From an optimization exercise on the open Yosys and OpenROAD flow, aimed at small area, a short achievable clock period and few clock cycles; shortcuts taken in it are not production practice. Where RTL was checked, it was by simulation tests only, not by an equivalence proof against the original. Function not checked in run 7: the RTL went through the layout flow alone. Power figures rest on the tool's default switching activity, not on a simulated workload.

==> flow/design.v <==
module mdfu_ser_rx (
    input  wire       clk,
    input  wire       rst,         
    input  wire       dir_rsp,     
    input  wire       in_valid,
    input  wire [7:0] in_byte,
    output wire       in_ready,
    output reg        res_valid,
    input  wire       res_ready,
    output reg  [3:0] res_kind,    
    output reg  [3:0] res_sub,     
    output wire [4:0] res_seq,
    output wire       res_flag,    
    output wire [7:0] res_code,    
    output wire [5:0] res_len,     
    input  wire [5:0] rd_addr,
    output wire [7:0] rd_data
);
    localparam CAP  = 64;          
    localparam DCAP = 60;          
    localparam [7:0] START = 8'h56;
    localparam [7:0] END   = 8'h9E;
    localparam [7:0] ESC   = 8'hCC;
    localparam [3:0] K_PKT      = 4'h0;
    localparam [3:0] K_CHECKSUM = 4'h1;
    localparam [3:0] K_BADCMD   = 4'h3;
    localparam [3:0] K_BADSTS   = 4'h4;
    localparam [3:0] K_FRAMING  = 4'h6;
    localparam [3:0] K_SHORT    = 4'h7;
    localparam [3:0] FE_BAD_ESCAPE = 4'h3;
    localparam [3:0] FE_TOO_SHORT  = 4'h4;
    localparam [3:0] FE_OVERFLOW   = 4'h6;
    reg        in_frame;
    reg        esc;         
    reg        bad;         
    reg  [6:0] rcnt;        
    reg  [2:0] hs;          
    reg  [5:0] dp;          
    reg  [7:0] b0, b1;      
    reg [15:0] sum;         
    reg  [4:0] seq;
    reg        flag;
    reg  [7:0] code;
    reg  [7:0] dbuf [0:DCAP-1];
    assign in_ready = !res_valid || res_ready;
    assign res_seq  = seq;
    assign res_flag = flag;
    assign res_code = code;
    assign res_len  = dp;
    assign rd_data  = dbuf[rd_addr];
    wire take     = in_valid && in_ready;
    wire is_start = (in_byte == START);
    wire is_end   = (in_byte == END);
    wire is_esc   = (in_byte == ESC);
    wire pair_ok  = (in_byte == 8'hA9) || (in_byte == 8'h61) || (in_byte == 8'h33);
    wire body     = take && in_frame && !is_start && !is_end && (rcnt != CAP);
    wire overflow = take && in_frame && !is_start && !is_end && (rcnt == CAP);
    wire ubyte    = body && (esc ? pair_ok : !is_esc);
    wire [7:0] u  = esc ? ~in_byte : in_byte;
    wire        full = hs[2];                        
    wire        par  = full ? dp[0] : hs[0];         
    wire [15:0] sum_add = par ? {b1, 8'h00} : {8'h00, b1};
    wire csum_ok = (~sum == {b0, b1});
    wire code_ok = (code >= 8'h01) && (code <= 8'h05);
    always @(posedge clk) begin
        if (ubyte && full)
            dbuf[dp] <= b1;
    end
    always @(posedge clk) begin
        if (rst) begin
            in_frame  <= 1'b0;
            esc       <= 1'b0;
            bad       <= 1'b0;
            rcnt      <= 7'd0;
            hs        <= 3'd0;
            dp        <= 6'd0;
            sum       <= 16'd0;
            res_valid <= 1'b0;
            res_kind  <= 4'd0;
            res_sub   <= 4'd0;
        end else begin
            if (res_valid && res_ready)
                res_valid <= 1'b0;
            if (take && is_start) begin
                in_frame <= 1'b1;
                esc      <= 1'b0;
                bad      <= 1'b0;
                rcnt     <= 7'd0;
                hs       <= 3'd0;
                dp       <= 6'd0;
                sum      <= 16'd0;
            end else if (take && in_frame && is_end) begin
                in_frame  <= 1'b0;
                res_valid <= 1'b1;
                if (bad || esc) begin
                    res_kind <= K_FRAMING;
                    res_sub  <= FE_BAD_ESCAPE;
                end else if (hs < 3'd2) begin
                    res_kind <= K_FRAMING;
                    res_sub  <= FE_TOO_SHORT;
                end else if (!csum_ok) begin
                    res_kind <= K_CHECKSUM;
                    res_sub  <= 4'd0;
                end else if (!full) begin
                    res_kind <= K_SHORT;
                    res_sub  <= 4'd0;
                end else if (!code_ok) begin
                    res_kind <= dir_rsp ? K_BADSTS : K_BADCMD;
                    res_sub  <= 4'd0;
                end else begin
                    res_kind <= K_PKT;
                    res_sub  <= 4'd0;
                end
            end else if (overflow) begin
                in_frame  <= 1'b0;
                res_valid <= 1'b1;
                res_kind  <= K_FRAMING;
                res_sub   <= FE_OVERFLOW;
            end else if (body) begin
                rcnt <= rcnt + 7'd1;
                if (esc) begin
                    esc <= 1'b0;
                    if (!pair_ok)
                        bad <= 1'b1;
                end else if (is_esc) begin
                    esc <= 1'b1;
                end
                if (ubyte) begin
                    if (!full)
                        hs <= hs + 3'd1;
                    else
                        dp <= dp + 6'd1;
                    if (hs >= 3'd2)
                        sum <= sum + sum_add;
                end
            end
        end
    end
    always @(posedge clk) begin
        if (ubyte) begin
            b0 <= u;
            b1 <= b0;
            if (hs == 3'd2) begin
                seq  <= b1[4:0];
                flag <= dir_rsp ? b1[6] : b1[7];
            end
            if (hs == 3'd3)
                code <= b1;
        end
    end
endmodule
==> flow/run.sh <==
#!/bin/bash
# synth_recipe.tcl (not shown) runs the flow's synth.tcl, then flattens the netlist and writes it again
# the make line also repeats each setting of config.mk as NAME=value (left out here)
make -C /OpenROAD-flow-scripts/flow DESIGN_CONFIG=/design/flow/config.mk WORK_HOME=/design/flow/orfs CLKGATE_MAP_FILE= SYNTH_SCRIPT=/design/flow/synth_recipe.tcl finish
==> flow/config.mk <==
export PLATFORM = sky130hd
export DESIGN_NAME = mdfu_ser_rx
export DESIGN_NICKNAME = mdfu_ser_rx
export VERILOG_FILES = /design/flow/design.v
export SDC_FILE = /design/flow/constraint.sdc
export NUM_CORES = 4
export LEC_CHECK = 0
export CAP_MARGIN = 20
export CORE_MARGIN = 2
export CORE_UTILIZATION = 40
export SETUP_SLACK_MARGIN = 4.5
export SLEW_MARGIN = 20
==> flow/constraint.sdc <==
create_clock -name core_clock -period 10.0 [get_ports {clk}]
set_input_delay 2.0000 -clock core_clock [delete_from_list [all_inputs] [get_ports {clk}]]
set_output_delay 2.0000 -clock core_clock [all_outputs]
set_load 0.01 [all_outputs]
==> impl_metrics.csv, run 1 <==
group,metric,value,unit
global_route,antenna_found_initial,0,
yosys,syn-cell-area,0.0225,mm²
clock_tree,clk_latency,0.61,ns
pwr,pwr-share-seq,52.6,%
critical_path,crit_start,"rd_addr[0]",
clock_tree,ctsHoldBuffers,0,
timing,setup_violations,0,
pwr,p_int,3760,µW
detailed_routing,num_vias,11900,
yosys,synth_top_area_cell,"edfxtp_1",
finish,fin_nets,1362,
clock_tree,clock_sinks,552,
timing,slew_violations,0,
critical_path,critPathSlowestCell,"mux4_2",
global_route,overflow,0,
timing,period_share,60.0,%
yosys,yosys_warnings,1,
yosys,synth_edf_count,510,
pwr,p_total,4720,µW
clock_tree,path_clk_slew,0.06,ns
global_route,grt_max_degree,66,
status,status,"complete, no violations",
critical_path,crit_path_cell_trace,"clkbuf_16, buf_12, buf_12, mux4_2, mux4_2, a22oi_1, o211ai_1, buf_2",
die,core_area,0.0553,mm²
pwr,power_switching,962,µW
yosys,syn_inst,1224,
finish,num_antenna_cells,0,
pwr,swShare,20.4,%
critical_path,cp-end-kind,"output pin",
detailed_routing,wl_per_cell,25.7,µm
die,die_area,0.0582,mm²
clock_tree,htree_levels,2,
die,die_w,241,µm
detailed_routing,dr.pass1.iters,5,
worst_hold_path,hold_depth,2,
critical_path,r2r_end,"dbuf[9][5]",
pwr,p_clk_share,43.4,%
worst_hold_path,worstHoldEndpoint,"res_kind[0]",
yosys,ys_seq_area_share,71.8,%
yosys,ys_types,68,
yosys,synthTopCellsByArea,"edfxtp_1, mux4_2, dfxtp_1",
pwr,p_leak,0.00835,µW
finish,drive_above_1_share,25.8,%
critical_path,cp_data_arrival_time,4.00,ns
critical_path,r2r_start,"rcnt[0]",
detailed_routing,avgViaCountPerCell,5.65,
die,die-height,241,µm
critical_path,cp-start-kind,"input pin",
timing,max_freq,167,MHz
placed_design,dp_hpwl,30800,µm
critical_path,ff2ff_setup_slack,6.11,ns
run,maxCapViolations,0,
global_route,grt_pass1_wl,80500,µm
placed_design,place_congestion,0.845,
pwr,comb_power_share,4.1,%
timing,hold_violations,0,
timing,fin_worst_skew,0.0282,ns
detailed_routing,drt_iter0_markers,998,
yosys,synth_top_cell_area_share,68.1,%
critical_path,path_class,"in2out",
worst_hold_path,hold_class,"reg2reg",
clock_tree,clk_path_buf_depth,3,
yosys,avgSynthCellArea,18.4,µm²
timing,rsz0062_at_grt,"yes",
critical_path,cpPeakStageDelay,0.53,ns
worst_hold_path,min_from,"res_kind[0]",
critical_path,crit_fanout,7,
yosys,ys.flop_type,"edfxtp_1",
pwr,pwr_density_cell,179,mW/mm²
pwr,ir_worst_vdd,0.120,mV
timing,holdWs,0.472,ns
timing,tightest_slew,1.12,ns
detailed_routing,route.detailed.drc,0,
critical_path,required,8.00,ns
timing,fin_setup_tns,0,ns
yosys,async_flop_share,0,%
clock_tree,cts_root_buffer,"clkbuf_16",
die,initial_core_util,40.7,%
timing,maxSlewHeadroom,25.1,%
global_route,track_usage,19.1,%
global_route,grt_pass1_vias,12100,
finish,fillCellCount,4684,
detailed_routing,drt-total-wl,54300,µm
timing,period_needed,6.00,ns
critical_path,reg2regPathDepth,9,
placed_design,numPortBuffers,54,
finish,syn_to_final_growth,17.6,%
yosys,synth_seq_cells,552,
die,core.rowCount,86,
detailed_routing,postRouteAntennaNets,0,
die,io_pins,57,
yosys,netlist_top_cells_count,"edfxtp_1, mux4_2, nor2_1, a21oi_1, nand2_1",
yosys,yosysMostFrequentCell,"edfxtp_1",
clock_tree,cts_tree,"done",
clock_tree,cts_made_buffers,56,
worst max-delay path by stage:
stage	endpoint	depth (start not counted)
5_1_grt	rd_data[4]	8
4_1_cts	rd_data[6]	8
2_1_floorplan	rd_data[2]	6
3_3_place_gp	rd_data[6]	7
6_report	rd_data[5]	8
3_5_place_dp	rd_data[6]	7
flip-flops by register name, indices dropped and copies added (netlist names):
register	count
esc	1
b0	8
dp	6
res_kind	3
hs	3
res_sub	3
rcnt	7
res_valid	1
flag	1
in_frame	1
sum	16
bad	1
seq	5
dbuf	480
code	8
b1	8
worst max-delay path: cells and delay by family:
| kind | cells | cell delay, ns |
|---|---|---|
| mux | 2 | 1.04 |
| compound gates | 2 | 0.37 |
| buf+inv | 4 | 0.59 |
per-stage QoR:
step	utilization [%]	instances	cell area, µm²	setup WS, ns
finish	47.8	2114	26400	4.00
global route	47.8	2114	26400	3.95
CTS	47.6	2111	26400	3.91
detailed placement	43.1	1981	23800	2.74
global placement	43.1	1980	23800	2.76
floorplan	-	1225	22600	4.47
power by group through the flow:
stage | sequential [µW] | clock (µW) | combinational [µW]
floorplan | 2530 | 0 | 116
global placement | 2530 | 0 | 165
detailed placement | 2530 | 0 | 167
CTS | 2480 | 2090 | 192
global route | 2480 | 2170 | 202
finish | 2480 | 2050 | 191
final cells by class:
cell class	instances	area, µm²	share of cell area, %
Inverter	16	65.1	0.246
Tap cell	748	936	3.54
Timing Repair Buffer	100	1240	4.69
Sequential cell	552	16200	61.1
Clock buffer	69	1480	5.60
Multi-Input combinational cell	596	6270	23.7
Clock inverter	33	299	1.13
what timing repair did:
action | 4_1_cts | 5_1_grt
gates cloned | 11 | 1
setup buffers | 17 | 2
setup endpoints to repair | 376 | 136
pin swaps | 11 | 8
resized for setup | 118 | 14
kinds of logic (layout without fill, tap and decap cells):
family,Yosys count,count (layout),synth area share (%)
buffers and inverters,77,218,1.46
multiplexers,159,159,15.1
other,1,2,0.0167
AO/OA/AOI/OAI,136,136,3.68
adder cells (fa/ha/maj),21,21,1.20
AND/OR/NAND/NOR,237,237,5.13
XOR/XNOR,41,41,1.60
flip-flops,552,552,71.8
layout by cell type, fill, tap and decap left out, types with 14 or more instances in the layout:
cell type,count
a21oi_1,53
mux4_2,144
o21ai_0,28
ha_1,20
nor2_4,17
nor2b_1,14
nand2_1,44
nor2_1,46
dfxtp_1,42
clkbuf_16,61
edfxtp_1,510
xor2_1,30
nand3_1,18
clkdlybuf4s50_1,42
nor2_2,28
buf_4,22
inv_1,14
metal layers:
layer	share of wire, %	wire length (µm)	vias to the layer above	track usage (%)
li1	-	-	5146	-
met1	43	23200	6332	26.3
met2	50	27000	396	32.1
met3	6.2	3350	62	3.47
met4	1.4	756	0	3.52
met5	0	0	-	0
Testbench counts, summed over its fixed seeds: cycles 31,403.
==> run 2: changes to the inputs <==
--- a/flow/config.mk
+++ b/flow/config.mk
@@ -8,5 +8,4 @@
 export CAP_MARGIN = 20
 export CORE_MARGIN = 2
 export CORE_UTILIZATION = 40
-export SETUP_SLACK_MARGIN = 4.5
 export SLEW_MARGIN = 20
==> impl_metrics.csv, run 2 <==
group,metric,value,unit
die,die_w,241,µm
die,die-height,241,µm
placed_design,dp_hpwl,31000,µm
clock_tree,cts_setup_buffers,0,
yosys,synth_top_cell_area_share,68.1,%
clock_tree,ctsHoldBuffers,0,
yosys,avgSynthCellArea,18.4,µm²
critical_path,ff2ff_setup_slack,5.35,ns
pwr,p_int,3960,µW
detailed_routing,route.detailed.drc,0,
clock_tree,path_clk_slew,0.06,ns
finish,largest_reg_flops,480,
die,io_pins,57,
finish,final_cell_mix,"edfxtp_1, mux4_2, nor2_1",
critical_path,cp_data_arrival_time,5.22,ns
detailed_routing,dr.pass1.iters,5,
timing,tightest_slew,1.11,ns
status,status,"complete, no violations",
detailed_routing,drt-total-wl,50800,µm
critical_path,cp-start-kind,"input pin",
die,core_area,0.0553,mm²
run,maxCapViolations,0,
clock_tree,clk_path_buf_depth,3,
clock_tree,cts_made_buffers,57,
yosys,synth_seq_cells,552,
pwr,swShare,20.1,%
worst_hold_path,worstHoldEndpoint,"b1[4]",
yosys,yosysMostFrequentCell,"edfxtp_1",
pwr,p_clk_share,46.6,%
pwr,power_switching,995,µW
die,core.rowCount,86,
die,die_area,0.0582,mm²
global_route,grt_max_degree,121,
critical_path,crit_path_cell_trace,"clkbuf_8, buf_4, mux4_2, mux4_2, a22oi_1, o211ai_1, clkdlybuf4s50_1",
global_route,grt_pass1_vias,11700,
yosys,synth_edf_count,510,
timing,maxSlewHeadroom,25.6,%
critical_path,path_class,"in2out",
detailed_routing,wl_per_cell,24.3,µm
yosys,syn-cell-area,0.0225,mm²
clock_tree,cts_tree,"done",
critical_path,cp-end-kind,"output pin",
placed_design,place_congestion,0.800,
detailed_routing,avgViaCountPerCell,5.49,
yosys,yosys_warnings,1,
yosys,netlist_top_cells_count,"edfxtp_1, mux4_2, nor2_1, a21oi_1, nand2_1",
clock_tree,clk_latency,0.62,ns
timing,holdWs,0.471,ns
global_route,track_usage,17.9,%
timing,max_freq,138,MHz
clock_tree,clock_sinks,552,
critical_path,cpMostUsedCell,"mux4_2",
critical_path,r2r_end,"dbuf[24][7]",
timing,period_needed,7.22,ns
timing,setup_violations,0,
critical_path,critPathSlowestCell,"clkbuf_8",
finish,top_regs,"dbuf (480), sum (16)",
global_route,grt_pass1_wl,75800,µm
yosys,synth_top_area_cell,"edfxtp_1",
detailed_routing,postRouteAntennaNets,0,
worst_hold_path,hold_class,"reg2reg",
critical_path,crit_buf_inv,3,
yosys,ys_types,68,
timing,rsz0062_at_grt,"no",
placed_design,numPortBuffers,54,
critical_path,reg2regPathDepth,10,
clock_tree,cts_root_buffer,"clkbuf_16",
clock_tree,cts_resized,0,
worst_hold_path,hold_depth,0,
finish,syn_to_final_growth,15.1,%
global_route,antenna_found_initial,2,
pwr,ir_worst_vdd,0.127,mV
detailed_routing,drt_iter0_markers,1009,
timing,fin_setup_tns,0,ns
timing,period_share,72.2,%
yosys,ys_seq_area_share,71.8,%
detailed_routing,num_vias,11500,
worst_hold_path,min_from,"b0[4]",
finish,regMostFlops,"dbuf",
critical_path,r2r_start,"rcnt[0]",
timing,hold_violations,0,
critical_path,crit_fanout,68,
timing,fin_worst_skew,0.0327,ns
yosys,ys.flop_type,"edfxtp_1",
clock_tree,htree_levels,2,
finish,fin_nets,1333,
yosys,synthTopCellsByArea,"edfxtp_1, mux4_2, dfxtp_1",
finish,drive_above_1_share,20.7,%
pwr,pwr-share-seq,50.1,%
timing,slew_violations,0,
pwr,comb_power_share,3.3,%
critical_path,required,8.00,ns
critical_path,cpPeakStageDelay,0.61,ns
global_route,overflow,0,
yosys,syn_inst,1224,
pwr,pwr_density_cell,191,mW/mm²
die,initial_core_util,40.7,%
pwr,p_leak,0.00818,µW
finish,mostFrequentLayoutCell,"edfxtp_1",
finish,num_antenna_cells,0,
critical_path,path_delay_family,"buffers and inverters",
yosys,async_flop_share,0,%
run 2: cell counts after synthesis:
Identical to the previous run, type by type.
run 2: worst max path at each step:
stage	cells after the start	slack (ns)	from	to
floorplan	6	4.21	rd_addr[0]	rd_data[1]
global route	7	2.57	rd_addr[0]	rd_data[6]
detailed placement	7	2.75	rd_addr[0]	rd_data[6]
finish	7	2.78	rd_addr[0]	rd_data[1]
CTS	7	2.75	rd_addr[0]	rd_data[6]
global placement	7	2.76	rd_addr[0]	rd_data[5]
run 2: logic make-up (layout without fill, tap and decap cells):
| logic type | after synthesis | after routing | synth area share [%] |
|---|---|---|---|
| mux | 159 | 159 | 15.1 |
| xor+xnor | 41 | 41 | 1.60 |
| fa+ha+maj | 21 | 21 | 1.20 |
| simple gates | 237 | 237 | 5.13 |
| other cells | 1 | 2 | 0.0167 |
| compound gates | 136 | 136 | 3.68 |
| buf+inv | 77 | 193 | 1.46 |
| flops | 552 | 552 | 71.8 |
run 2: power groups by stage:
stage               Sequential, µW  Clock (µW)  Combinational [µW]
floorplan                     2530           0                 110
global placement              2530           0                 167
detailed placement            2530           0                 168
finish                        2480        2310                 165
CTS                           2480        2340                 168
global route                  2480        2430                 175
run 2: layout make-up:
cell class | count | area [µm²]
Clock buffer | 64 | 1500
Clock inverter | 43 | 564
Fill cell | 4705 | 29400
Inverter | 16 | 60.1
Multi-Input combinational cell | 596 | 6020
Sequential cell | 552 | 16200
Tap cell | 748 | 936
Timing Repair Buffer | 70 | 664
run 2: metrics by stage:
stage	setup slack (ns)	util (%)	instances	area [µm²]	total power, µW
after detailed placement	2.75	43.1	1982	23800	2700
after floorplan	4.21	-	1225	22500	2640
final	2.78	46.8	2089	25900	4960
after global routing	2.57	46.8	2089	25900	5090
after CTS	2.75	46.8	2089	25900	4990
after global placement	2.76	43.1	1982	23800	2700
run 2: worst register-to-register path, cell delays in order (launching register included):
cell and delay (ns):
dfxtp_1 0.38, inv_1 0.08, ha_1 0.19, or4b_1 0.17, nor3b_2 0.06, a211o_2 0.38, a211o_1 0.29, buf_4 0.21
inv_2 0.62, nand3_1 0.83, nor2_1 1.03
run 2: per-layer routing:
layer	GRT usage [%]	share of wire, %
met1	24.4	43
met2	29.2	49
met4	5.29	2.2
met3	3.49	6.4
met5	0	0.049
==> run 3: changes to the inputs <==
--- a/flow/config.mk
+++ b/flow/config.mk
@@ -8,4 +8,8 @@
 export CAP_MARGIN = 20
 export CORE_MARGIN = 2
 export CORE_UTILIZATION = 40
+export CTS_BUF_LIST = sky130_fd_sc_hd__clkbuf_16
+export CTS_CLUSTER_DIAMETER = 80
+export CTS_CLUSTER_SIZE = 25
+export SETUP_SLACK_MARGIN = 4.0
 export SLEW_MARGIN = 20
==> impl_metrics.csv, run 3 <==
group,metric,value,unit
status,status,"complete, no violations",
detailed_routing,avgViaCountPerCell,5.61,
yosys,yosysMostFrequentCell,"edfxtp_1",
timing,max_freq,166,MHz
yosys,synthAdderAreaFrac,1.20,%
critical_path,required,8.00,ns
timing,maxSlewHeadroom,27.9,%
global_route,grt_pass1_wl,78000,µm
pwr,p_leak,0.00794,µW
detailed_routing,route.detailed.drc,0,
finish,syn_to_final_growth,13.0,%
timing,period_needed,6.02,ns
die,io_pins,57,
timing,hold_violations,0,
finish,regMostFlops,"dbuf",
clock_tree,ctsHoldBuffers,0,
critical_path,crit_buf_inv,4,
yosys,synthTopCellsByArea,"edfxtp_1, mux4_2, dfxtp_1",
yosys,yosys.area_share.xor_xnor,1.60,%
die,core.rowCount,86,
pwr,power_switching,841,µW
die,die-height,241,µm
pwr,p_clk_share,32.6,%
pwr,pwr_density_cell,156,mW/mm²
yosys,avgSynthCellArea,18.4,µm²
run,maxCapViolations,0,
clock_tree,clk_path_buf_depth,3,
timing,holdWs,0.480,ns
timing,setup_violations,0,
finish,fin_nets,1341,
yosys,netlist_top_cells_count,"edfxtp_1, mux4_2, nor2_1, a21oi_1, nand2_1",
die,initial_core_util,40.7,%
detailed_routing,wl_per_cell,25.7,µm
critical_path,crit_path_cell_trace,"clkbuf_16, clkbuf_16, buf_4, mux4_2, mux4_2, a22oi_2, o211ai_1, buf_2",
pwr,ir_worst_vdd,0.113,mV
placed_design,dp_hpwl,31000,µm
pwr,p_total,3970,µW
timing,rsz0062_at_grt,"yes",
critical_path,path_delay_family,"multiplexers",
yosys,syn_inst,1224,
finish,top_regs,"dbuf (480), sum (16)",
detailed_routing,drt-total-wl,53200,µm
global_route,grt_pass1_vias,11500,
finish,final_cell_mix,"edfxtp_1, mux4_2, nor2_1",
finish,fillCellCount,4722,
yosys,synth_compound_area_share,3.68,%
pwr,swShare,21.2,%
global_route,grt_max_degree,66,
die,die_w,241,µm
yosys,ys_seq_area_share,71.8,%
worst_hold_path,hold_depth,0,
clock_tree,cts_tree,"done",
clock_tree,clk_latency,0.60,ns
critical_path,crit_fanout,7,
global_route,overflow,0,
global_route,antenna_found_initial,0,
yosys,synthMuxAreaShare,15.1,%
finish,mostFrequentLayoutCell,"edfxtp_1",
worst_hold_path,hold_class,"reg2reg",
pwr,pwr-share-seq,62.4,%
yosys,yosys_warnings,1,
timing,fin_setup_tns,0,ns
finish,seq_area,0.0162,mm²
critical_path,path_class,"in2out",
finish,num_antenna_cells,0,
pwr,comb_power_share,5.0,%
yosys,syn-cell-area,0.0225,mm²
timing,tightest_slew,1.08,ns
critical_path,cp-start-kind,"input pin",
yosys,synth_seq_cells,552,
yosys,ys.flop_type,"edfxtp_1",
yosys,synth_top_cell_area_share,68.1,%
yosys,yosys.area_share.simple,5.13,%
critical_path,cpPeakStageDelay,0.52,ns
detailed_routing,drt_iter0_markers,1105,
critical_path,cp_data_arrival_time,4.02,ns
critical_path,reg2regPathDepth,10,
detailed_routing,num_vias,11600,
clock_tree,cts_made_buffers,29,
finish,multi_input_area,0.00614,mm²
yosys,synth_top_area_cell,"edfxtp_1",
timing,fin_worst_skew,0.0406,ns
critical_path,cp-end-kind,"output pin",
clock_tree,htree_levels,1,
placed_design,place_congestion,0.800,
yosys,synth_edf_count,510,
yosys,async_flop_share,0,%
critical_path,path_depth,8,
timing,slew_violations,0,
finish,utilization,46.0,%
clock_tree,cts_root_buffer,"clkbuf_16",
detailed_routing,postRouteAntennaNets,0,
timing,period_share,60.2,%
die,core_area,0.0553,mm²
detailed_routing,dr.pass1.iters,7,
finish,drive_above_1_share,23.2,%
placed_design,numPortBuffers,54,
yosys,synth_top_family_by_area,"multiplexers",
yosys,ys_types,68,
clock_tree,path_clk_slew,0.10,ns
global_route,track_usage,18.4,%
die,die_area,0.0582,mm²
pwr,p_int,3130,µW
critical_path,critPathSlowestCell,"mux4_2",
clock_tree,clock_sinks,552,
finish,largest_reg_flops,480,
run 3: through the flow:
| stage | area, µm² | std cells | setup slack (ns) |
|---|---|---|---|
| after floorplan | 22500 | 1225 | 4.21 |
| after global placement | 23800 | 1982 | 2.76 |
| after detailed placement | 23800 | 1982 | 2.75 |
| after CTS | 25200 | 2060 | 3.93 |
| after global routing | 25400 | 2071 | 3.83 |
| final | 25400 | 2071 | 3.98 |
run 3: final timing paths:
| path | from | to | slack [ns] |
|---|---|---|---|
| max | rd_addr[0] | rd_data[1] | 3.98 |
| min | b0[3] | b1[3] | 0.48 |
| max reg2reg | rcnt[0] | dbuf[4][1] | 5.38 |
| min reg2reg | b0[3] | b1[3] | 0.48 |
run 3: logic make-up after synthesis:
family / Yosys count
adder cells (fa/ha/maj): 21
AND/OR/NAND/NOR: 237
XOR/XNOR: 41
buffers and inverters: 77
other: 1
flip-flops: 552
multiplexers: 159
AO/OA/AOI/OAI: 136
run 3: cell type report:
| class | count | share of cell area, % |
|---|---|---|
| Clock buffer | 29 | 2.85 |
| Clock inverter | 24 | 0.674 |
| Inverter | 16 | 0.236 |
| Multi-Input combinational cell | 596 | 24.1 |
| Sequential cell | 552 | 63.5 |
| Tap cell | 748 | 3.68 |
| Timing Repair Buffer | 106 | 4.87 |
run 3: power groups by stage:
stage / Sequential, µW / Combinational, µW / Clock, µW
finish: 2480 / 198 / 1290
global route: 2480 / 208 / 1400
CTS: 2480 / 192 / 1320
detailed placement: 2530 / 168 / 0
global placement: 2530 / 167 / 0
floorplan: 2530 / 110 / 0
run 3: metal layers:
layer  GRT usage, %  wire length (µm)  share of wire (%)  up-vias
li1               -                 -                  -     5083
met1           25.8             22700                 43     6120
met2           31.2             26500                 50      370
met3           2.62              3170                6.0       53
met4           3.31               886                1.7        0
met5              0                 0                  0        -
run 3: what timing repair did:
action	CTS	global route
gates resized for setup	56	48
pin swaps	6	6
endpoints found under the setup margin	8	337
gates cloned	9	3
buffers inserted	16	8
==> run 4: changes to the inputs <==
--- a/flow/config.mk
+++ b/flow/config.mk
@@ -11,5 +11,5 @@
 export CTS_BUF_LIST = sky130_fd_sc_hd__clkbuf_16
 export CTS_CLUSTER_DIAMETER = 80
 export CTS_CLUSTER_SIZE = 25
-export SETUP_SLACK_MARGIN = 4.0
+export SETUP_SLACK_MARGIN = 4.3
 export SLEW_MARGIN = 20
==> impl_metrics.csv, run 4 <==
group,metric,value,unit
die,die_area,0.0582,mm²
detailed_routing,wl_per_cell,26.4,µm
yosys,synth_top_area_cell,"edfxtp_1",
die,core_area,0.0553,mm²
detailed_routing,dr.pass1.iters,5,
global_route,grt_pass1_wl,79700,µm
yosys,ys_types,68,
critical_path,required,8.00,ns
global_route,track_usage,18.9,%
yosys,synth_top_family_by_area,"multiplexers",
pwr,pwr_density_cell,155,mW/mm²
detailed_routing,drt-total-wl,54400,µm
clock_tree,cts_root_buffer,"clkbuf_16",
detailed_routing,avgViaCountPerCell,5.65,
timing,period_needed,5.88,ns
finish,drive_above_1_share,24.4,%
clock_tree,clk_latency,0.61,ns
yosys,syn-cell-area,0.0225,mm²
timing,holdWs,0.485,ns
placed_design,place_congestion,0.784,
finish,mostFrequentLayoutCell,"edfxtp_1",
critical_path,critPathCapture,"rd_data[4]",
yosys,avgSynthCellArea,18.4,µm²
yosys,synthAdderAreaFrac,1.20,%
die,die-height,241,µm
timing,maxSlewHeadroom,23.5,%
critical_path,cp-start-kind,"input pin",
timing,fin_setup_tns,0,ns
finish,regMostFlops,"dbuf",
yosys,ys.flop_type,"edfxtp_1",
global_route,grt_max_degree,66,
clock_tree,ctsHoldBuffers,0,
yosys,synthMuxAreaShare,15.1,%
detailed_routing,route.detailed.drc,0,
die,initial_core_util,40.7,%
critical_path,crit_start,"rd_addr[0]",
die,core.rowCount,86,
timing,max_freq,170,MHz
critical_path,cp-end-kind,"output pin",
yosys,synthTopCellsByArea,"edfxtp_1, mux4_2, dfxtp_1",
yosys,ys_seq_area_share,71.8,%
global_route,overflow,0,
clock_tree,clock_sinks,552,
critical_path,ff2ff_setup_slack,5.86,ns
clock_tree,clk_path_buf_depth,3,
die,die_w,241,µm
critical_path,r2r_start,"rcnt[0]",
timing,period_share,58.8,%
finish,top_regs,"dbuf (480), sum (16)",
timing,tightest_slew,1.14,ns
yosys,synth_compound_area_share,3.68,%
critical_path,r2r_end,"dbuf[26][6]",
pwr,p_leak,0.00797,µW
timing,setup_violations,0,
clock_tree,htree_levels,1,
clock_tree,cts_tree,"done",
placed_design,numPortBuffers,54,
yosys,syn_inst,1224,
yosys,synth_seq_cells,552,
timing,slew_violations,0,
yosys,yosys.area_share.xor_xnor,1.60,%
timing,hold_violations,0,
finish,largest_reg_flops,480,
global_route,antenna_found_initial,1,
yosys,yosys_warnings,1,
yosys,yosysMostFrequentCell,"edfxtp_1",
yosys,async_flop_share,0,%
finish,syn_to_final_growth,13.7,%
yosys,netlist_top_cells_count,"edfxtp_1, mux4_2, nor2_1, a21oi_1, nand2_1",
die,io_pins,57,
run,maxCapViolations,0,
placed_design,place_ws,2.58,ns
worst_hold_path,hold_class,"reg2reg",
placed_design,dp_hpwl,31600,µm
timing,fin_worst_skew,0.0353,ns
critical_path,crit_fanout,8,
detailed_routing,postRouteAntennaNets,0,
yosys,synth_top_cell_area_share,68.1,%
finish,num_antenna_cells,0,
critical_path,path_class,"in2out",
finish,fin_nets,1341,
clock_tree,cts_made_buffers,28,
clock_tree,path_clk_slew,0.09,ns
timing,rsz0062_at_grt,"yes",
critical_path,reg2regPathDepth,9,
detailed_routing,drt_iter0_markers,1400,
timing,fin_ws,4.12,ns
finish,final_cell_mix,"edfxtp_1, mux4_2, a21oi_1",
pwr,ir_worst_vdd,0.152,mV
pwr,p_total,3970,µW
detailed_routing,num_vias,11700,
global_route,grt_pass1_vias,11800,
yosys,synth_edf_count,510,
critical_path,cp_data_arrival_time,3.88,ns
yosys,yosys.area_share.simple,5.13,%
status,status,"complete, no violations",
-- run 4: cell families (layout without fill, tap and decap cells) --
group	count (synthesis)	in the layout
compound gates	136	136
xor+xnor	41	41
fa+ha+maj	21	21
buf+inv	77	166
flops	552	552
mux	159	159
other cells	1	2
simple gates	237	237
-- run 4: what timing repair did --
action,CTS,global route
endpoints found under the setup margin,376,264
pin swaps,10,4
gates resized for setup,108,33
cloned,14,1
setup buffers,16,3
-- run 4: routing by layer --
layer	part of all wire, %	track usage (%)
met5	0.022	0
met4	2.0	3.44
met3	6.5	3.43
met2	49	31.6
met1	42	26.3
-- run 4: final cells by class --
| type | count | area (µm²) |
|---|---|---|
| Tap cell | 748 | 936 |
| Fill cell | 4706 | 29700 |
| Clock inverter | 15 | 156 |
| Sequential cell | 552 | 16200 |
| Clock buffer | 28 | 701 |
| Inverter | 16 | 61.3 |
| Timing Repair Buffer | 107 | 1360 |
| Multi-Input combinational cell | 596 | 6210 |
-- run 4: worst min path at each step --
| stage | start | to | cells past startpoint |
|---|---|---|---|
| floorplan | b0[0] | b1[0] | 0 |
| global placement | b0[4] | b1[4] | 0 |
| detailed placement | b0[6] | b1[6] | 0 |
| CTS | b0[6] | b1[6] | 0 |
| global route | b0[0] | b1[0] | 0 |
| finish | b0[0] | b1[0] | 0 |
-- run 4: worst max-delay path, stage by stage --
cell,delay [ns]
clkbuf_16,0.17
buf_8,0.12
mux4_2,0.53
mux4_2,0.52
a22oi_2,0.17
o211ai_1,0.18
buf_2,0.19
-- run 4: metrics by stage --
step	utilization [%]	cell area, µm²	cells
floorplan	-	22500	1225
global placement	43.1	23800	1981
detailed placement	43.1	23800	1983
CTS	45.9	25400	2056
global route	46.3	25600	2062
finish	46.3	25600	2062
-- run 4: power breakdown --
group | internal (µW) | total [µW] | switching, µW
combinational | 104 | 197 | 93.2
clock | 551 | 1290 | 742
sequential | 2480 | 2480 | 0.0527
total | 3130 | 3970 | 835
==> run 5: changes to the inputs <==
--- a/flow/config.mk
+++ b/flow/config.mk
@@ -11,5 +11,5 @@
 export CTS_BUF_LIST = sky130_fd_sc_hd__clkbuf_16
 export CTS_CLUSTER_DIAMETER = 80
 export CTS_CLUSTER_SIZE = 25
-export SETUP_SLACK_MARGIN = 4.3
+export SETUP_SLACK_MARGIN = 5
 export SLEW_MARGIN = 20
==> impl_metrics.csv, run 5 <==
group,metric,value,unit
critical_path,crit_fanout,7,
clock_tree,cts_tree,"done",
timing,fin_setup_tns,0,ns
worst_hold_path,min_from,"b0[6]",
clock_tree,path_clk_slew,0.08,ns
global_route,grt_pass1_vias,11800,
finish,instances_no_fill,2067,
pwr,pwr_density_cell,159,mW/mm²
clock_tree,ctsHoldBuffers,0,
timing,setup_violations,0,
global_route,overflow,0,
timing,tightest_slew,1.14,ns
yosys,netlist_top_cells_count,"edfxtp_1, mux4_2, nor2_1, a21oi_1, nand2_1",
critical_path,r2r_start,"rcnt[0]",
critical_path,cpPeakStageDelay,0.53,ns
detailed_routing,drt_iter0_markers,929,
critical_path,cp_data_arrival_time,3.95,ns
yosys,synth_edf_count,510,
finish,num_antenna_cells,0,
critical_path,path_depth,8,
detailed_routing,drt-total-wl,52700,µm
yosys,yosys.area_share.simple,5.13,%
yosys,synth_seq_cells,552,
critical_path,crit_path_cell_trace,"clkbuf_16, buf_12, clkbuf_16, mux4_2, mux4_2, nand2_1, o211ai_1, buf_2",
die,die-height,241,µm
timing,max_freq,168,MHz
global_route,grt_pass1_wl,78500,µm
finish,mostFrequentLayoutCell,"edfxtp_1",
placed_design,dpl.cell_count,1979,
finish,regMostFlops,"dbuf",
placed_design,place_congestion,0.824,
yosys,synth_compound_area_share,3.68,%
yosys,yosys_warnings,1,
critical_path,crit_buf_inv,4,
global_route,track_usage,18.5,%
die,io_pins,57,
critical_path,reg2regPathDepth,8,
pwr,p_leak,0.00799,µW
die,initial_core_util,40.7,%
critical_path,cp-start-kind,"input pin",
timing,period_needed,5.95,ns
die,core_area,0.0553,mm²
yosys,async_flop_share,0,%
critical_path,required,8.00,ns
timing,slew_violations,0,
detailed_routing,num_vias,11500,
clock_tree,clock_sinks,552,
yosys,synth_top_family_by_area,"multiplexers",
critical_path,path_delay_family,"multiplexers",
yosys,synthAdderAreaFrac,1.20,%
critical_path,cp-end-kind,"output pin",
yosys,syn-cell-area,0.0225,mm²
yosys,yosysMostFrequentCell,"edfxtp_1",
clock_tree,htree_levels,1,
pwr,p_total,4100,µW
finish,top_regs,"dbuf (480), sum (16)",
critical_path,r2r_end,"dbuf[38][2]",
timing,fin_worst_skew,0.0317,ns
detailed_routing,wl_per_cell,25.5,µm
finish,utilization,46.5,%
timing,period_share,59.5,%
critical_path,path_class,"in2out",
yosys,synth_top_area_cell,"edfxtp_1",
clock_tree,clk_latency,0.63,ns
detailed_routing,route.detailed.drc,0,
global_route,antenna_found_initial,0,
placed_design,numPortBuffers,54,
timing,fin_ws,4.05,ns
finish,syn_to_final_growth,14.2,%
timing,maxSlewHeadroom,23.6,%
die,core.rowCount,86,
timing,rsz0062_at_grt,"yes",
detailed_routing,avgViaCountPerCell,5.58,
yosys,ys_types,68,
die,die_area,0.0582,mm²
die,die_w,241,µm
critical_path,critPathSlowestCell,"mux4_2",
yosys,ys_seq_area_share,71.8,%
critical_path,ff2ff_setup_slack,6.55,ns
yosys,synthTopCellsByArea,"edfxtp_1, mux4_2, dfxtp_1",
finish,largest_reg_flops,480,
yosys,yosys.area_share.xor_xnor,1.60,%
worst_hold_path,hold_class,"reg2reg",
global_route,grt_max_degree,66,
yosys,avgSynthCellArea,18.4,µm²
critical_path,crit_start,"rd_addr[0]",
yosys,synth_top_cell_area_share,68.1,%
clock_tree,cts_made_buffers,30,
detailed_routing,dr.pass1.iters,5,
critical_path,critPathCapture,"rd_data[5]",
finish,final_cell_mix,"edfxtp_1, mux4_2, a21oi_1",
yosys,synthMuxAreaShare,15.1,%
clock_tree,cts_root_buffer,"clkbuf_16",
status,status,"complete, no violations",
yosys,syn_inst,1224,
detailed_routing,postRouteAntennaNets,0,
finish,drive_above_1_share,25.0,%
pwr,ir_worst_vdd,0.132,mV
run,maxCapViolations,0,
yosys,ys.flop_type,"edfxtp_1",
clock_tree,clk_path_buf_depth,3,
timing,hold_violations,0,
finish,fin_nets,1340,
placed_design,place_ws,2.73,ns
placed_design,dp_hpwl,30000,µm
## run 5: cell count changes in the layout (fill, tap and decap cells not counted), moves of 3 or more
cell | before | now
nor2_4 | 5 | 9
nand2_1 | 41 | 45
nor2_2 | 41 | 44
buf_8 | 5 | 0
nor2_1 | 45 | 38
nand3_2 | 4 | 0
clkinv_4 | 0 | 3
nand3_4 | 0 | 4
nand2_2 | 4 | 0
## run 5: layout make-up
class | count | area [µm²]
tap | 748 | 936
sequential | 552 | 16200
inverter | 16 | 65.1
fill | 4737 | 29600
timing repair buffer | 104 | 1260
multi-input combinational | 596 | 6270
clock inverter | 21 | 260
clock buffer | 30 | 751
## run 5: cells by family after synthesis
family | Yosys count
xor gates and xnor gates | 41
and+or+nand+nor | 237
AOI/OAI and AO/OA | 136
other | 1
buffers and inverters | 77
DFF | 552
muxes | 159
adders and majority gates | 21
## run 5: metal layers
layer | up-vias | routed length, µm | track usage (%)
li1 | 5077 | - | -
met1 | 6050 | 22800 | 25.9
met2 | 332 | 25400 | 30.3
met3 | 78 | 2980 | 3.00
met4 | 0 | 1490 | 4.64
met5 | - | 0 | 0
## run 5: worst min path at each step
| stage | endpoint | cells after the start |
|---|---|---|
| floorplan | b1[0] | 0 |
| global placement | b1[7] | 0 |
| detailed placement | b1[7] | 0 |
| CTS | b1[6] | 0 |
| global route | b1[7] | 0 |
| finish | b1[6] | 0 |
## run 5: report_power, final
| group | internal (µW) | leakage (µW) | total, µW | switching (µW) |
|---|---|---|---|---|
| Clock | 649 | 0.000503 | 1420 | 773 |
| Combinational | 101 | 0.00257 | 196 | 94.4 |
| Sequential | 2480 | 0.00492 | 2480 | 0.0448 |
| Total | 3230 | 0.00799 | 4100 | 867 |
## run 5: through the flow
stage	cell area [µm²]	hold WS (ns)
CTS	25700	0.475
finish	25700	0.471
global placement	23800	0.455
detailed placement	23800	0.457
global route	25700	0.487
floorplan	22600	0.447
## run 5: timing repair
action                     in CTS  in global routing
pin swaps                      10                  6
buffers inserted               23                  0
setup endpoints to repair     433                360
cloned                         13                  1
resized for setup             135                  5
## run 5: worst reg2reg max path: stages (launching register included)
cell	delay (ns)
dfxtp_1	0.38
inv_1	0.07
ha_1	0.18
or4b_1	0.18
nor3b_2	0.07
a211o_2	0.39
a211o_2	0.51
or3_1	0.75
nor2_2	0.58
==> run 6: changes to the inputs <==
--- a/flow/config.mk
+++ b/flow/config.mk
@@ -7,7 +7,7 @@
 export LEC_CHECK = 0
 export CAP_MARGIN = 20
 export CORE_MARGIN = 2
-export CORE_UTILIZATION = 40
+export CORE_UTILIZATION = 65
 export CTS_BUF_LIST = sky130_fd_sc_hd__clkbuf_16
 export CTS_CLUSTER_DIAMETER = 80
 export CTS_CLUSTER_SIZE = 25
==> impl_metrics.csv, run 6 <==
group,metric,value,unit
critical_path,cp_data_arrival_time,4.02,ns
finish,regMostFlops,"dbuf",
global_route,overflow,0,
critical_path,path_class,"in2out",
finish,syn_to_final_growth,12.2,%
global_route,grt_max_degree,65,
timing,max_freq,166,MHz
pwr,comb_power_share,4.8,%
detailed_routing,num_vias,11800,
yosys,avgSynthCellArea,18.4,µm²
pwr,pwr_density_cell,152,mW/mm²
yosys,yosys.area_share.xor_xnor,1.60,%
global_route,antenna_found_initial,0,
placed_design,dp_hpwl,29000,µm
pwr,p_leak,0.00791,µW
critical_path,cp-end-kind,"output pin",
critical_path,cp-start-kind,"input pin",
detailed_routing,drt-total-wl,50600,µm
yosys,synth_top_family_by_area,"multiplexers",
worst_hold_path,hold_class,"reg2reg",
yosys,synthMuxAreaShare,15.1,%
detailed_routing,postRouteAntennaNets,0,
critical_path,reg2regPathDepth,8,
status,status,"complete, no violations",
die,die_w,190,µm
critical_path,r2r_start,"rcnt[0]",
detailed_routing,dr.pass1.iters,5,
detailed_routing,drt_iter0_markers,1416,
finish,final_cell_mix,"edfxtp_1, mux4_2, a21oi_1, nor2_4, nand2_1",
yosys,synth_top_area_cell,"edfxtp_1",
clock_tree,path_clk_slew,0.10,ns
yosys,synth_edf_count,510,
clock_tree,cts_made_buffers,26,
worst_hold_path,min_from,"b0[1]",
yosys,ys_seq_area_share,71.8,%
placed_design,numPortBuffers,54,
critical_path,crit_path_cell_trace,"clkbuf_16, buf_12, mux4_2, mux4_2, a22oi_2, o211ai_1, buf_2",
timing,hold_violations,0,
pwr,p_int,3070,µW
finish,mostFrequentLayoutCell,"edfxtp_1",
yosys,synth_seq_cells,552,
yosys,yosys_warnings,1,
yosys,async_flop_share,0,%
finish,drive_above_1_share,23.8,%
timing,rsz0062_at_grt,"yes",
yosys,synthTopCellsByArea,"edfxtp_1, mux4_2, dfxtp_1",
finish,top_regs,"dbuf (480), sum (16)",
clock_tree,clock_sinks,552,
critical_path,crit_fanout,8,
die,initial_core_util,65.6,%
timing,fin_worst_skew,0.0216,ns
worst_hold_path,hold_depth,0,
finish,instances_no_fill,1765,
clock_tree,htree_levels,1,
critical_path,cpMostUsedCell,"mux4_2",
finish,fillCellCount,1989,
yosys,ys.flop_type,"edfxtp_1",
critical_path,critPathSlowestCell,"mux4_2",
global_route,grt_pass1_wl,75100,µm
critical_path,ff2ff_setup_slack,6.57,ns
yosys,synthAdderAreaFrac,1.20,%
placed_design,dpl.cell_count,1688,
timing,setup_violations,0,
finish,num_antenna_cells,0,
yosys,yosysMostFrequentCell,"edfxtp_1",
timing,tightest_slew,1.06,ns
worst_hold_path,worstHoldEndpoint,"b1[1]",
critical_path,path_delay_family,"multiplexers",
pwr,swShare,20.1,%
yosys,yosys.area_share.simple,5.13,%
critical_path,required,8.00,ns
clock_tree,clk_latency,0.58,ns
timing,slew_violations,0,
global_route,track_usage,28.7,%
die,io_pins,57,
critical_path,cpPeakStageDelay,0.57,ns
pwr,ir_worst_vdd,0.171,mV
pwr,power_switching,773,µW
global_route,grt_pass1_vias,11500,
finish,largest_reg_flops,480,
yosys,syn-cell-area,0.0225,mm²
detailed_routing,wl_per_cell,28.6,µm
yosys,synth_compound_area_share,3.68,%
timing,maxSlewHeadroom,29.1,%
timing,period_needed,6.02,ns
timing,period_share,60.2,%
placed_design,place_congestion,0.842,
pwr,p_clk_share,30.7,%
die,core.rowCount,68,
yosys,syn_inst,1224,
timing,fin_setup_tns,0,ns
clock_tree,cts_root_buffer,"clkbuf_16",
critical_path,crit_start,"rd_addr[0]",
finish,fin_nets,1330,
run,maxCapViolations,0,
detailed_routing,avgViaCountPerCell,6.68,
yosys,ys_types,68,
yosys,netlist_top_cells_count,"edfxtp_1, mux4_2, nor2_1, a21oi_1, nand2_1",
die,core_area,0.0343,mm²
clock_tree,cts_tree,"done",
pwr,pwr-share-seq,64.5,%
detailed_routing,route.detailed.drc,0,
die,die-height,190,µm
yosys,synth_top_cell_area_share,68.1,%
die,die_area,0.0361,mm²
critical_path,r2r_end,"dbuf[22][4]",
clock_tree,clk_path_buf_depth,3,
critical_path,crit_buf_inv,3,
run 6: power by group through the flow:
stage / combinational, µW / sequential [µW] / clock, µW
floorplan: 116 / 2530 / 0
global placement: 161 / 2530 / 0
detailed placement: 161 / 2530 / 0
CTS: 180 / 2480 / 1200
global route: 196 / 2480 / 1270
finish: 186 / 2480 / 1180
run 6: worst register-to-register path, cell delays in order, from the launching register on:
cell	delay [ns]
dfxtp_1	0.38
inv_1	0.07
ha_1	0.18
or4b_1	0.17
nor3b_2	0.06
a211o_2	0.38
a211o_2	0.52
or3_1	0.82
nor2_4	0.51
run 6: final cells by class:
type / count / area, µm² / share of cell area [%]
clock buffers: 27 / 676 / 2.68
clock inverters: 21 / 93.8 / 0.372
inverters: 16 / 73.8 / 0.292
multi-input cells: 596 / 6500 / 25.8
flip-flops and latches: 552 / 16200 / 64.0
well taps: 455 / 569 / 2.26
repair buffers: 98 / 1170 / 4.65
run 6: what timing repair did:
item,CTS,global route
setup endpoints to repair,433,397
hold buffers,0,0
buffers inserted,15,4
gates resized for setup,140,49
gates cloned,8,2
pin swaps,13,10
run 6: how the worst max path moves through the flow:
stage	end	slack (ns)	cells after the start
final	rd_data[5]	3.98	7
after global routing	rd_data[3]	3.97	10
after CTS	rd_data[5]	3.95	7
after detailed placement	rd_data[4]	2.69	7
after global placement	rd_data[5]	2.68	7
after floorplan	rd_data[2]	4.47	6
run 6: kinds of logic (layout without fill, tap and decap cells):
kind of cell             Yosys count  in the layout
XOR/XNOR                          41             41
adder cells (fa/ha/maj)           21             21
multiplexers                     159            159
buffers and inverters             77            162
other                              1              2
AO/OA/AOI/OAI                    136            136
flip-flops                       552            552
AND/OR/NAND/NOR                  237            237
run 6: per-stage QoR:
| step | worst slack (ns) | util, % | hold WS (ns) | cell area [µm²] | power (µW) |
|---|---|---|---|---|---|
| global placement | 2.68 | 68.4 | 0.457 | 23500 | 2690 |
| CTS | 3.95 | 72.7 | 0.485 | 24900 | 3860 |
| global route | 3.97 | 73.6 | 0.505 | 25200 | 3940 |
| floorplan | 4.47 | - | 0.447 | 22600 | 2650 |
| detailed placement | 2.69 | 68.4 | 0.464 | 23500 | 2690 |
| finish | 3.98 | 73.6 | 0.479 | 25200 | 3850 |
run 6: per-layer routing:
metal | global-route usage (%) | vias to the layer above | routed length (µm)
met1 | 43.5 | 6110 | 20900
met3 | 3.71 | 76 | 3820
met4 | 6.71 | 0 | 1330
met2 | 45.6 | 536 | 24500
li1 | - | 5066 | -
met5 | 0 | - | 0
==> run 7: changes to the inputs <==
--- a/flow/design.v
+++ b/flow/design.v
@@ -47,7 +47,17 @@
     assign res_flag = flag;
     assign res_code = code;
     assign res_len  = dp;
-    assign rd_data  = dbuf[rd_addr];
+    wire [DCAP-1:0] rsel;
+    wire [7:0] rterm [0:DCAP];
+    assign rterm[0] = 8'h00;
+    genvar gi;
+    generate
+        for (gi = 0; gi < DCAP; gi = gi + 1) begin : g_rd
+            assign rsel[gi] = (rd_addr == gi);
+            assign rterm[gi+1] = rterm[gi] | (dbuf[gi] & {8{rsel[gi]}});
+        end
+    endgenerate
+    assign rd_data = rterm[DCAP];
     wire take     = in_valid && in_ready;
     wire is_start = (in_byte == START);
     wire is_end   = (in_byte == END);
--- a/flow/config.mk
+++ b/flow/config.mk
@@ -7,7 +7,7 @@
 export LEC_CHECK = 0
 export CAP_MARGIN = 20
 export CORE_MARGIN = 2
-export CORE_UTILIZATION = 65
+export CORE_UTILIZATION = 40
 export CTS_BUF_LIST = sky130_fd_sc_hd__clkbuf_16
 export CTS_CLUSTER_DIAMETER = 80
 export CTS_CLUSTER_SIZE = 25
==> impl_metrics.csv, run 7 <==
group,metric,value,unit
timing,period_needed,6.14,ns
die,die-height,235,µm
critical_path,path_delay_family,"simple AND/OR/NAND/NOR gates",
global_route,track_usage,28.0,%
clock_tree,cts_tree,"done",
clock_tree,clk_path_buf_depth,3,
pwr,p_leak,0.00860,µW
detailed_routing,avgViaCountPerCell,6.43,
critical_path,critPathSlowestCell,"or4_4",
timing,period_share,61.4,%
finish,utilization,50.7,%
critical_path,crit_fanout,7,
critical_path,crit_path_cell_trace,"buf_12, nand2b_4, buf_12, nor2_4, a22o_1, a221oi_4, nand4_1, or4_4, buf_6",
timing,fin_worst_skew,0.0424,ns
global_route,grt_pass1_vias,14200,
finish,mostFrequentLayoutCell,"edfxtp_1",
yosys,syn-cell-area,0.0213,mm²
yosys,synth_top_family_by_area,"compound AO/OA/AOI/OAI gates",
pwr,ir_worst_vdd,0.140,mV
yosys,synthTopCellsByArea,"edfxtp_1, a22oi_1, dfxtp_1",
global_route,overflow,0,
yosys,yosys_warnings,1,
critical_path,cp-start-kind,"input pin",
detailed_routing,num_vias,14800,
finish,top_regs,"dbuf (480), sum (16)",
yosys,async_flop_share,0,%
yosys,yosysMostFrequentCell,"edfxtp_1",
yosys,avgSynthCellArea,15.5,µm²
critical_path,cp_data_arrival_time,4.14,ns
finish,regMostFlops,"dbuf",
clock_tree,htree_levels,1,
clock_tree,clk_latency,0.62,ns
timing,tightest_slew,1.08,ns
yosys,ys_types,55,
yosys,synth_top_area_cell,"edfxtp_1",
global_route,antenna_found_initial,1,
critical_path,cpPeakStageDelay,0.60,ns
critical_path,crit_buf_inv,3,
critical_path,path_class,"in2out",
die,io_pins,57,
finish,drive_above_1_share,27.9,%
detailed_routing,drt_iter0_markers,2310,
global_route,grt_max_degree,66,
die,core_area,0.0527,mm²
yosys,synth_compound_area_share,10.8,%
worst_hold_path,hold_class,"reg2reg",
timing,fin_setup_tns,0,ns
yosys,netlist_top_cells_count,"edfxtp_1, nor2_1, a22oi_1, nand2_1, nand4_1",
pwr,p_total,3950,µW
timing,holdWs,0.468,ns
placed_design,place_congestion,1.05,
die,initial_core_util,40.5,%
clock_tree,cts_made_buffers,29,
yosys,synth_edf_count,510,
critical_path,cp-end-kind,"output pin",
timing,maxSlewHeadroom,27.9,%
timing,setup_violations,0,
yosys,ys_seq_area_share,75.8,%
die,die_w,235,µm
clock_tree,cts_root_buffer,"clkbuf_16",
detailed_routing,wl_per_cell,34.4,µm
run,maxCapViolations,0,
timing,max_freq,163,MHz
clock_tree,clock_sinks,552,
timing,slew_violations,0,
yosys,synth_top_cell_area_share,71.8,%
timing,hold_violations,0,
critical_path,cpMostUsedCell,"buf_12",
die,core.rowCount,84,
finish,num_antenna_cells,0,
placed_design,dp_hpwl,50700,µm
finish,fin_nets,1637,
critical_path,required,8.00,ns
placed_design,numPortBuffers,54,
finish,syn_to_final_growth,25.1,%
die,die_area,0.0552,mm²
yosys,syn_inst,1376,
yosys,yosys.area_share.xor_xnor,1.77,%
timing,rsz0062_at_grt,"yes",
yosys,ys.flop_type,"edfxtp_1",
global_route,grt_pass1_wl,109000,µm
status,status,"complete, no violations",
detailed_routing,drt-total-wl,79000,µm
pwr,pwr_density_cell,148,mW/mm²
clock_tree,path_clk_slew,0.09,ns
detailed_routing,dr.pass1.iters,7,
clock_tree,ctsHoldBuffers,0,
yosys,yosys.area_share.simple,9.27,%
finish,largest_reg_flops,480,
yosys,synthMuxAreaShare,0.288,%
detailed_routing,postRouteAntennaNets,0,
finish,fillCellCount,4318,
yosys,synth_seq_cells,552,
detailed_routing,route.detailed.drc,0,
yosys,synthAdderAreaFrac,1.27,%
finish,final_cell_mix,"edfxtp_1, a22oi_1, buf_4",
run 7: cell types whose count changed in the layout (fill, tap and decap cells not counted), sizes merged, moves of 27 or more:
cell    change
nand4      +43
a22oi     +145
nor2       +70
nand2      +28
a21oi      -27
buf       +129
a221oi     +44
a22o       +44
mux4      -144
run 7: repair_timing:
item	in CTS	in global routing
buffers inserted	109	12
resized for setup	338	39
pin swaps	95	30
gates cloned	1	0
setup endpoints to repair	331	319
run 7: logic make-up (layout without fill, tap and decap cells):
| group | Yosys count | count (layout) |
|---|---|---|
| buf+inv | 40 | 274 |
| flops | 552 | 552 |
| other cells | 1 | 2 |
| xor+xnor | 43 | 43 |
| mux | 6 | 6 |
| compound gates | 302 | 302 |
| fa+ha+maj | 21 | 21 |
| simple gates | 411 | 412 |
run 7: final timing paths:
check             startpoint           to  slack, ns  cells after the start
setup / recovery  rd_addr[5]   rd_data[3]       3.86                      9
hold / removal    res_sub[0]   res_sub[0]       0.47                      2
setup reg to reg     rcnt[0]  dbuf[23][7]       6.58                      9
hold reg to reg   res_sub[0]   res_sub[0]       0.47                      2
run 7: tightest hold or removal path, cell delays in order (launching register included):
cell and delay [ns]:
dfxtp_1 0.32, nand2_1 0.05, a21oi_1 0.05
run 7: routing by layer:
layer / track usage [%] / routed length (µm) / vias up
li1: - / - / 5949
met1: 37.8 / 29800 / 7406
met2: 40.6 / 32900 / 1192
met3: 9.42 / 11500 / 240
met4: 13.3 / 4820 / 0
met5: 0 / 0 / -
run 7: final cells by class:
class	count	area (µm²)	share of cell area, %
clock buffer	29	726	2.72
clock inverter	17	145	0.544
inverter	11	41.3	0.155
multi-input combinational	786	6540	24.5
sequential	552	16200	60.6
tap	688	861	3.23
timing repair buffer	217	2210	8.27
run 7: stage by stage:
step	worst slack (ns)	area, µm²	cells
final	3.86	26700	2300
after global routing	3.91	26700	2300
after CTS	3.96	26400	2288
after detailed placement	2.07	23200	2132
after global placement	1.98	23100	2127
after floorplan	4.54	21700	1377
run 7: report_power, final:
part / internal [µW] / switching, µW / leakage, µW
clock: 549 / 775 / 0.000443
combinational: 62.0 / 88.7 / 0.00324
sequential: 2480 / 0.0489 / 0.00492
total: 3090 / 864 / 0.00860
==> run 8: changes to the inputs <==
--- a/flow/design.v
+++ b/flow/design.v
@@ -47,17 +47,7 @@
     assign res_flag = flag;
     assign res_code = code;
     assign res_len  = dp;
-    wire [DCAP-1:0] rsel;
-    wire [7:0] rterm [0:DCAP];
-    assign rterm[0] = 8'h00;
-    genvar gi;
-    generate
-        for (gi = 0; gi < DCAP; gi = gi + 1) begin : g_rd
-            assign rsel[gi] = (rd_addr == gi);
-            assign rterm[gi+1] = rterm[gi] | (dbuf[gi] & {8{rsel[gi]}});
-        end
-    endgenerate
-    assign rd_data = rterm[DCAP];
+    assign rd_data  = dbuf[rd_addr];
     wire take     = in_valid && in_ready;
     wire is_start = (in_byte == START);
     wire is_end   = (in_byte == END);
==> flow/flow/run.sh (new file) <==
#!/bin/bash
# Layout flow: the standard ORFS flow, with clock-tree synthesis told
# to build larger sink clusters from clkbuf_16 and not to add dummy loads,
# and port buffers started from the smallest buffer.
set -euo pipefail
export CTS_ARGS="-sink_clustering_enable -repair_clock_nets -sink_clustering_size 25 -sink_clustering_max_diameter 80 -buf_list sky130_fd_sc_hd__clkbuf_16 -dont_use_dummy_load"
export BUFFER_PORTS_ARGS="-buffer_cell sky130_fd_sc_hd__buf_1"
bash standard.sh > orfs_make.log 2>&1
==> flow/standard.sh (new file) <==
#!/bin/bash
# synth_recipe.tcl (not shown) runs the flow's synth.tcl, then flattens the netlist and writes it again
# the make line also repeats each setting of config.mk as NAME=value (left out here)
make -C /OpenROAD-flow-scripts/flow DESIGN_CONFIG=/design/flow/config.mk WORK_HOME=/design/flow/orfs CLKGATE_MAP_FILE= SYNTH_SCRIPT=/design/flow/synth_recipe.tcl "${@:-finish}"
--- a/flow/config.mk
+++ b/flow/config.mk
@@ -8,8 +8,5 @@
 export CAP_MARGIN = 20
 export CORE_MARGIN = 2
 export CORE_UTILIZATION = 40
-export CTS_BUF_LIST = sky130_fd_sc_hd__clkbuf_16
-export CTS_CLUSTER_DIAMETER = 80
-export CTS_CLUSTER_SIZE = 25
-export SETUP_SLACK_MARGIN = 5
+export SETUP_SLACK_MARGIN = 4.3
 export SLEW_MARGIN = 20
removed: flow/run.sh
==> impl_metrics.csv, run 8 <==
group,metric,value,unit
status,status,"complete, no violations",
yosys,ys_types,68,
die,die_w,241,µm
yosys,yosys_warnings,1,
timing,setup_violations,0,
worst_hold_path,hold_class,"reg2reg",
detailed_routing,drt_iter0_markers,1105,
pwr,p_leak,0.00774,µW
die,die-height,241,µm
pwr,pwr_density_cell,155,mW/mm²
placed_design,dp_hpwl,31100,µm
finish,syn_to_final_growth,11.4,%
pwr,ir_worst_vdd,0.129,mV
critical_path,cp-start-kind,"input pin",
yosys,syn_inst,1224,
yosys,synth_edf_count,510,
critical_path,crit_fanout,7,
finish,mostFrequentLayoutCell,"edfxtp_1",
detailed_routing,avgViaCountPerCell,5.64,
finish,fillCellCount,4773,
timing,rsz0062_at_grt,"yes",
detailed_routing,drt-total-wl,53500,µm
yosys,ys.flop_type,"edfxtp_1",
yosys,synth_top_cell_area_share,68.1,%
yosys,synth_seq_cells,552,
yosys,avgSynthCellArea,18.4,µm²
clock_tree,path_clk_slew,0.07,ns
timing,fin_setup_tns,0,ns
yosys,yosysMostFrequentCell,"edfxtp_1",
die,core.rowCount,86,
clock_tree,cts_tree,"done",
placed_design,place_congestion,0.795,
die,initial_core_util,40.7,%
finish,largest_reg_flops,480,
clock_tree,htree_levels,1,
yosys,syn-cell-area,0.0225,mm²
detailed_routing,wl_per_cell,26.2,µm
timing,period_share,59.9,%
clock_tree,cts_root_buffer,"clkbuf_16",
timing,slew_violations,0,
worst_hold_path,min_from,"b0[3]",
clock_tree,clk_latency,0.62,ns
die,core_area,0.0553,mm²
finish,top_regs,"dbuf (480), sum (16)",
critical_path,crit_start,"rd_addr[0]",
yosys,netlist_top_cells_count,"edfxtp_1, mux4_2, nor2_1, a21oi_1, nand2_1",
yosys,synth_top_area_cell,"edfxtp_1",
detailed_routing,route.detailed.drc,0,
timing,hold_violations,0,
die,io_pins,57,
detailed_routing,postRouteAntennaNets,0,
critical_path,critPathSlowestCell,"mux4_2",
finish,drive_above_1_share,22.6,%
clock_tree,clk_path_buf_depth,3,
finish,final_cell_mix,"edfxtp_1, mux4_2, nor2_1",
finish,fin_nets,1338,
finish,regMostFlops,"dbuf",
critical_path,r2r_start,"rcnt[0]",
finish,num_antenna_cells,0,
yosys,async_flop_share,0,%
die,die_area,0.0582,mm²
run,maxCapViolations,0,
clock_tree,cts_made_buffers,29,
critical_path,cpPeakStageDelay,0.52,ns
global_route,grt_max_degree,66,
global_route,grt_pass1_vias,11600,
global_route,track_usage,18.6,%
clock_tree,clock_sinks,552,
yosys,ys_seq_area_share,71.8,%
timing,tightest_slew,1.13,ns
critical_path,crit_path_cell_trace,"clkbuf_16, buf_12, buf_16, mux4_2, mux4_2, a22oi_1, o211ai_1, buf_2",
critical_path,cp-end-kind,"output pin",
global_route,grt_pass1_wl,78300,µm
placed_design,numPortBuffers,54,
critical_path,path_class,"in2out",
timing,fin_worst_skew,0.0688,ns
critical_path,required,8.00,ns
timing,maxSlewHeadroom,24.3,%
critical_path,cpMostUsedCell,"mux4_2",
detailed_routing,num_vias,11500,
detailed_routing,dr.pass1.iters,7,
global_route,antenna_found_initial,1,
critical_path,cp_data_arrival_time,3.99,ns
timing,max_freq,167,MHz
yosys,synthTopCellsByArea,"edfxtp_1, mux4_2, dfxtp_1",
pwr,p_total,3880,µW
timing,period_needed,5.99,ns
global_route,overflow,0,
run 8: changes by cell type after synthesis, moves of 27 or more:
| cell | previous run | this run |
|---|---|---|
| mux4_2 | 0 | 144 |
| nand2_1 | 72 | 45 |
| nand4_1 | 53 | 11 |
| a221oi_1 | 44 | 0 |
| nor2_1 | 161 | 91 |
| a22o_1 | 44 | 0 |
| a21oi_1 | 26 | 53 |
| a22oi_1 | 153 | 8 |
run 8: worst max-delay path, delay by kind of cell:
kind                   cells  cell delay [ns]
AOI/OAI and AO/OA          2             0.34
muxes                      2             1.00
buffers and inverters      4             0.63
run 8: power breakdown:
group | total, µW | internal (µW) | leakage, µW | switching (µW)
logic | 193 | 98.4 | 0.00246 | 94.6
clock network | 1200 | 514 | 0.000357 | 689
registers | 2480 | 2480 | 0.00492 | 0.0551
total | 3880 | 3090 | 0.00774 | 783
run 8: metrics by stage:
stage / worst slack (ns) / utilization (%) / hold WS [ns] / cells / area [µm²]
finish: 4.01 / 45.3 / 0.477 / 2044 / 25100
global route: 4.00 / 45.3 / 0.504 / 2044 / 25100
CTS: 4.04 / 45.0 / 0.478 / 2031 / 24900
detailed placement: 3.14 / 42.5 / 0.459 / 1983 / 23500
global placement: 3.14 / 42.5 / 0.461 / 1983 / 23500
floorplan: 4.30 / - / 0.447 / 1225 / 22500
run 8: routing by layer:
layer	track usage, %	vias up	wire length [µm]
li1	-	5039	-
met1	25.2	6090	22000
met2	31.3	344	27000
met3	3.34	62	3260
met4	4.25	2	1120
met5	0	-	12
run 8: final cells by class:
class	count	area [µm²]	share of cell area, %
sequential	552	16200	64.5
multi-input combinational	596	6150	24.6
timing repair buffer	103	1030	4.10
tap	748	936	3.73
clock buffer	29	726	2.90
inverter	16	60.1	0.240
run 8: logic make-up after synthesis:
family | after synthesis | share of synthesized area (%)
other cells | 1 | 0.0167
simple gates | 237 | 5.13
buf+inv | 77 | 1.46
fa+ha+maj | 21 | 1.20
flops | 552 | 71.8
xor+xnor | 41 | 1.60
mux | 159 | 15.1
compound gates | 136 | 3.68
run 8: what timing repair did:
action                                  4_1_cts  5_1_grt
hold buffers                                  0        0
buffers inserted                              5       10
resized for setup                            58       24
endpoints found under the setup margin      153      337
gates cloned                                 14        2
pin swaps                                     3        9
run 8: path summary, 6_finish.rpt:
| check | endpoint | slack [ns] | cells after the start |
|---|---|---|---|
| min reg2reg | b1[3] | 0.48 | 0 |
| max reg2reg | dbuf[9][2] | 5.54 | 9 |
| max | rd_data[4] | 4.01 | 8 |
| min | b1[3] | 0.48 | 0 |
Testbench counts of run 8, summed over its fixed seeds: cycles 31,403.

==> separate check: timing with driven ports <==
How much do the figures lean on ideal ports? The routed layouts below were timed once more, with nothing changed but the port constraints.
Step 1 assumes that a clkbuf_16 drives the clock port and a buf_2 every other input.
Step 2 adds t to the input delays and takes it off the output delays; t is the mean of the earliest and latest rising clock arrival at the registers after step 1. Input paths then give back, and output paths get back, about the clock's delay inside the block.
a / b / c = no drivers / after step 1 / after step 2; a / b = the first two.
run | t, ns | slack for setup (ns) | worst register clock-pin slew, ns | pins driven straight from the clock port
run 1 | 0.651 | 4.001 / 3.730 / 3.730 | 0.06 / 0.06 | 1
run 2 | 0.659 | 2.779 / 2.741 / 2.741 | 0.07 / 0.07 | 1
run 3 | 0.635 | 3.977 / 3.687 / 3.387 | 0.10 / 0.10 | 1
run 4 | 0.643 | 4.120 / 3.671 / 3.671 | 0.10 / 0.10 | 1
run 5 | 0.664 | 4.046 / 3.738 / 3.738 | 0.10 / 0.10 | 1
run 6 | 0.623 | 3.983 / 3.719 / 3.719 | 0.10 / 0.10 | 1
run 7 | 0.663 | 3.858 / 3.791 / 3.791 | 0.11 / 0.11 | 1
run 8 | 0.629 | 4.015 / 3.799 / 3.799 | 0.10 / 0.10 | 1
After both steps setup and hold are still met in every run listed. The setup slack of run 3, which loses most, moves by -0.290 ns with the drivers and by -0.590 ns with both steps.
